Context: an optimization exercise on an open-source flow, tuned for small area. The choices shown serve that exercise and are no tape-out recipe.
The RTL was checked by simulation tests, not by an equivalence proof against the original design.
Power figures rest on the tool's default switching activity, not on a simulated workload.

==> inputs of 08-09 <==
Design cp_slot_engine, start of the top module:
module cp_slot_engine (
    input  wire        clk,
    input  wire        rst,
    input  wire [3:0]  dip,
    input  wire        res_ok,
    input  wire        tick,
    input  wire        sample,
    input  wire        btn_check,
    input  wire        btn_write,
    input  wire        fa_rsp,
    input  wire [2:0]  fa_status,
    input  wire        fa_flag,
    input  wire [31:0] fa_size,
    input  wire [3:0]  st_idx,
    output wire [3:0]  mux_addr,
    output wire [15:0] led,
    output wire        fa_req,
    output wire [2:0]  fa_cmd,
    output wire [3:0]  fa_speed,
    output wire        arch_req,
    output wire        busy,
    output wire        ready,
    output wire        gerr,
    output wire        fatal,
    output wire [2:0]  run_err,
    output wire [2:0]  fatal_code,
    output wire [1:0]  evt,
    output wire [8:0]  st_data
);
Settings: LEC_CHECK=0, CAP_MARGIN=20, CORE_MARGIN=2, CORE_UTILIZATION=40, CTS_BUF_LIST=sky130_fd_sc_hd__clkbuf_8, PLACE_DENSITY=0.75, SLEW_MARGIN=20; clock period 10.0 ns.
standard.sh (not shown) runs the stock make flow with config.mk's settings and CLKGATE_MAP_FILE= SYNTH_SCRIPT=/design/flow/synth_recipe.tcl, a recipe that flattens the netlist after the stock synthesis.
==> flow/flow/run.sh <==
#!/bin/bash
# The standard layout with these changes:
#  - synthesis maps the logic with an area-oriented ABC script (flow/abc_area.script);
#    everything else in synthesis, registers included, is synth_recipe.tcl's;
#  - the port buffers are buf_1 instead of ORFS's default cell;
set -euo pipefail
here=$PWD
cat flow/abc_override.tcl synth_recipe.tcl > "$here/area_synth.tcl"
export FLOW_ABC_SCRIPT="$here/flow/abc_area.script"
bash standard.sh SYNTH_SCRIPT="$here/area_synth.tcl" \
  BUFFER_PORTS_ARGS="-buffer_cell sky130_fd_sc_hd__buf_1" \
  CTS_ARGS="-sink_clustering_enable -repair_clock_nets -buf_list sky130_fd_sc_hd__clkbuf_8 -dont_use_dummy_load" \
  finish > standard.log 2>&1
==> flow/flow/abc_area.script <==
&get -n
&st
&dch
&nf -a
&put
mfs2 -W 8
strash
&get -n
&dch -f
&nf -a -R 1000
&put
mfs2 -W 8
strash
&get -n
&dch -f
&nf -a -R 1000
&put
==> flow/flow/abc_override.tcl <==
# Prepended to synth_recipe.tcl: every abc call runs the area script next to
# this file instead of ORFS's speed script. Registers are untouched.
proc abc {args} {
  set i [lsearch -exact $args -script]
  if {$i >= 0} { set args [lreplace $args [expr {$i+1}] [expr {$i+1}] $::env(FLOW_ABC_SCRIPT)] }
  yosys abc {*}$args
}
==> 01-11: changes against 08-09 <==
--- a/flow/design.v
+++ b/flow/design.v
@@ -3,29 +3,29 @@
     input  wire       ctx_gerr,
     input  wire       ctx_act,
     output wire       m_fast,
     output wire       m_slow,
     output wire       m_on,
     output wire       m_data
 );
     assign m_data = ctx_act;
-    assign m_fast = ctx_gerr | (rec[2] & ~ctx_act);
-    assign m_slow = ~ctx_gerr & ~ctx_act & ~rec[2] & rec[0];
-    assign m_on   = ~ctx_gerr & ~ctx_act & ~rec[2] & rec[1];
+    assign m_fast = ctx_gerr | (((rec[2])) & ~ctx_act);
+    assign m_slow = ~ctx_gerr & ~ctx_act & ((~rec[2]&rec[0]));
+    assign m_on   = ~ctx_gerr & ~ctx_act & ((~rec[2]&rec[1]));
 endmodule
 module cp_debounce (
     input  wire clk,
     input  wire rst,
     input  wire step,     
     input  wire en,       
     input  wire level,    
     output wire press     
 );
-    localparam S_IDLE = 3'd0, S_P1 = 3'd1, S_P2 = 3'd3, S_CONF = 3'd4, S_R1 = 3'd6, S_R2 = 3'd5;
+    localparam S_IDLE = 3'd0, S_P1 = 3'd2, S_P2 = 3'd3, S_CONF = 3'd4, S_R1 = 3'd6, S_R2 = 3'd7;
     reg [2:0] state, state_n;
     always @* begin
         case (state)
             S_IDLE:  state_n = level ? S_P1 : S_IDLE;
             S_P1:    state_n = level ? S_P2 : S_IDLE;
             S_P2:    state_n = level ? S_CONF : S_IDLE;
             S_CONF:  state_n = level ? S_CONF : S_R1;
             S_R1:    state_n = level ? S_CONF : S_R2;
@@ -48,17 +48,17 @@
     input  wire [15:0] m_fast,
     input  wire [15:0] m_slow,
     input  wire [15:0] m_on,
     input  wire [15:0] m_data,
     output reg  [15:0] led_visible,
     output wire        boot_end      
 );
     localparam [4:0] S0 = 5'b11101;
-    localparam [4:0] MASK = 5'd21;
+    localparam [4:0] MASK = 5'd22;
     reg [4:0]  cnt   [0:15];
     reg [4:0]  cnt_n [0:15];
     reg [15:0] lvl_n;
     reg [4:0]  c;
     reg        w, clr;
     integer i;
     always @* begin
         for (i = 0; i < 16; i = i + 1) begin
@@ -74,20 +74,18 @@
     assign boot_end = tick & led_visible[15];
     always @(posedge clk)
         if (tick)
             for (i = 0; i < 16; i = i + 1) cnt[i] <= cnt_n[i] ^ MASK;
     always @(posedge clk) begin
         if (rst)
             led_visible <= 16'h0000;
         else if (tick) begin
-            if (boot_first)
-                led_visible <= 16'h0001;
-            else if (boot_run)
-                led_visible <= {led_visible[14:0], 1'b0};
+            if (boot_first || boot_run)
+                led_visible <= {led_visible[14:0], boot_first};
             else
                 led_visible <= lvl_n;
         end
     end
 endmodule
 module cp_controller (
     input  wire        clk,
     input  wire        rst,
@@ -112,37 +110,37 @@
     output reg         gerr,
     output wire [2:0]  run_err,
     output wire [15:0] m_fast,
     output wire [15:0] m_slow,
     output wire [15:0] m_on,
     output wire [15:0] m_data,
     output wire [8:0]  st_data
 );
-    localparam PH_IDLE   = 4'd0,  PH_START  = 4'd1,  PH_SELECT = 4'd2,  PH_S2     = 4'd3,
-               PH_S1     = 4'd4,  PH_S0     = 4'd5,  PH_DETECT = 4'd6,  PH_READ   = 4'd7,
-               PH_ARCHIVE= 4'd8,  PH_WRITE  = 4'd9,  PH_VERIFY = 4'd10, PH_NEXT   = 4'd11,
-               PH_BOOT0  = 4'd12, PH_BOOTD  = 4'd13, PH_BOOTR  = 4'd14, PH_FATAL  = 4'd15;
-    localparam RC_ABS = 3'b000, RC_MATCH = 3'b001, RC_OK = 3'b010, RC_MISM = 3'b100,
-               RC_VFY = 3'b101, RC_RD    = 3'b110, RC_WR = 3'b111;
+    localparam PH_IDLE   = 4'd3,  PH_START  = 4'd8,  PH_SELECT = 4'd14,  PH_S2     = 4'd1,
+               PH_S1     = 4'd12,  PH_S0     = 4'd0,  PH_DETECT = 4'd15,  PH_READ   = 4'd5,
+               PH_ARCHIVE= 4'd6,  PH_WRITE  = 4'd7,  PH_VERIFY = 4'd2, PH_NEXT   = 4'd10,
+               PH_BOOT0  = 4'd13, PH_BOOTD  = 4'd4, PH_BOOTR  = 4'd9, PH_FATAL  = 4'd11;
+    localparam RC_ABS = 3'd0, RC_MATCH = 3'd1, RC_OK = 3'd2, RC_MISM = 3'd4,
+               RC_VFY = 3'd5, RC_RD  = 3'd6, RC_WR = 3'd7;
     localparam E_OK = 3'd0, E_NOCHIP = 3'd1, E_READ = 3'd3, E_WRITE = 3'd4, E_VERIFY = 3'd5;
     localparam C_NONE = 3'd0, C_DETECT = 3'd1, C_READ = 3'd2, C_WRITE = 3'd3, C_VERIFY = 3'd4;
     reg [3:0]  phase, phase_n;
     reg        wfw, wfw_n;           
     reg [3:0]  cur, cur_n;
     reg        rf, rf_n;             
     reg        gerr_n;
     reg [31:0] ref_size;
     reg [1:0]  rec0, rec0_n;         
     reg [2:0]  rec [1:15];
     reg        rec_upd;              
     reg [2:0]  rec_code;             
     reg        rec_clr;              
     wire [2:0] rec_all [0:15];
-    assign rec_all[0] = {rec0[1] & rec0[0], rec0[1], rec0[0] & ~rec0[1]};
+    assign rec_all[0] = rec0[1] ? (rec0[0] ? RC_RD : RC_OK) : (rec0[0] ? RC_MATCH : RC_ABS);
     genvar g;
     generate
         for (g = 1; g < 16; g = g + 1) begin : g_rec
             assign rec_all[g] = rec[g];
         end
     endgenerate
     wire cls_pres = (fa_status == E_OK) && fa_flag;
     wire cls_abs  = (fa_status == E_NOCHIP) || ((fa_status == E_OK) && !fa_flag);
@@ -156,17 +154,17 @@
     assign ready    = !fatal && !boot_first && !boot_run && (phase != PH_BOOTD);
     assign run_err  = {1'b0, rf, gerr};
     wire [3:0] nxt = cur + 1'b1;
     wire [15:0] cur_oh = 16'd1 << cur;
     wire [15:0] match;
     assign match[0] = 1'b0;
     generate
         for (g = 1; g < 16; g = g + 1) begin : g_match
-            assign match[g] = rec[g][1] | rec[g][0];
+            assign match[g] = ~((~rec[g][1]&~rec[g][0]));
         end
     endgenerate
     wire       nxt_match = |(match & {cur_oh[14:0], 1'b0});
     always @* begin
         phase_n  = phase;
         wfw_n    = wfw;
         cur_n    = cur;
         rf_n     = rf;
@@ -324,24 +322,22 @@
         .rec      (st_rec),
         .ctx_gerr (gerr),
         .ctx_act  (act && (cur == st_idx)),
         .m_fast   (st_fast),
         .m_slow   (st_slow),
         .m_on     (st_on),
         .m_data   (st_data_m)
     );
-    wire       st_mism = (st_rec == RC_MISM);
-    wire       st_pres = |st_rec;
     assign st_data = {
-        st_pres,
-        st_mism, st_pres & ~st_mism,
-        st_rec[2] & st_rec[1] & st_rec[0],
-        (st_rec[2] & (st_rec[1] ^ st_rec[0])),
-        st_rec[1] & ~(st_rec[2] & st_rec[0]),
+        ~((~st_rec[2]&~st_rec[1]&~st_rec[0])),
+        (st_rec[2]&~st_rec[1]&~st_rec[0]), ~((~st_rec[1]&~st_rec[0])),
+        (st_rec[1]&st_rec[0]),
+        (st_rec[2]&~st_rec[1]&st_rec[0])|(st_rec[2]&st_rec[1]&~st_rec[0]),
+        (st_rec[1]&~st_rec[0]),
         st_data_m, st_slow | st_fast, st_on | st_fast
     };
     always @(posedge clk)
         if (phase == PH_DETECT && cur == 4'd0)
             ref_size <= fa_size;
     always @(posedge clk) begin
         wfw <= wfw_n;
         cur <= cur_n;
==> flow/flow/abc_area.script (replaced) <==
&get -n
&st
&deepsyn -T 60
&dch -f
&nf -a -R 1000
&put
mfs2 -W 8
strash
&get -n
&dch -f
&nf -a -R 1000
&put
Settings changed: CORE_UTILIZATION 40 to 70, PLACE_DENSITY 0.75 to unset.
==> comparison table <==
quantity	01-11	08-09
Outcome	no timing/DRC/antenna violations	no timing/DRC/antenna violations
Core footprint	13100 µm²	23600 µm²
Cell variety after synth	50	52
Ratio of final minimum period to clock period	0.629	0.623
Number of antenna violations at the first check in global routing	0	1
Top-area cell type share of the netlist area	0.538	0.514
Number of placement rows	42	56
Final Instance Area	10100 µm²	10700 µm²
Sum of met3 wire segment lengths after detailed routing	2520 µm	2860 µm
CP peak stage delay	0.59 ns	0.33 ns
Cell depth of the worst flop-to-flop path	12	13
Power consumed by combinational cells	233 µW	332 µW
Grt met2 use	0.583	0.284
Clk tree area frac	0.0231	0.0219
Max Clock Freq	159 MHz	160 MHz
Clock insertion delay at the later pin of the skew report	0.48 ns	0.47 ns

-- separate check: timing with driven ports --
The flow's constraints put no driver on any port. The routed layouts listed below were extracted and timed again, unchanged, in two steps.
Step 1 (the two cells are an assumption about what drives the block):
set clk [get_ports {clk}]
set_driving_cell -lib_cell sky130_fd_sc_hd__clkbuf_16 $clk
set_driving_cell -lib_cell sky130_fd_sc_hd__buf_2 [delete_from_list [all_inputs] $clk]
Step 2, shift: input delay + t, output delay - t, t = (earliest + latest rising clock arrival at the registers) / 2. This alone moves slack from input paths to output paths.
Slacks: ideal / step 1 / step 2; pairs: ideal / step 1.
run | shift t [ns] | slack for setup (ns) | cell pins on the clock port's net
08-09 | 0.497 | 3.765 / 3.739 / 3.739 | 1
01-11 | 0.504 | 3.712 / 3.670 / 3.670 | 1
After both steps every run listed still meets setup and hold. For 01-11, which loses most, drivers alone change the setup slack by -0.042 ns; drivers and shift together by -0.042 ns.
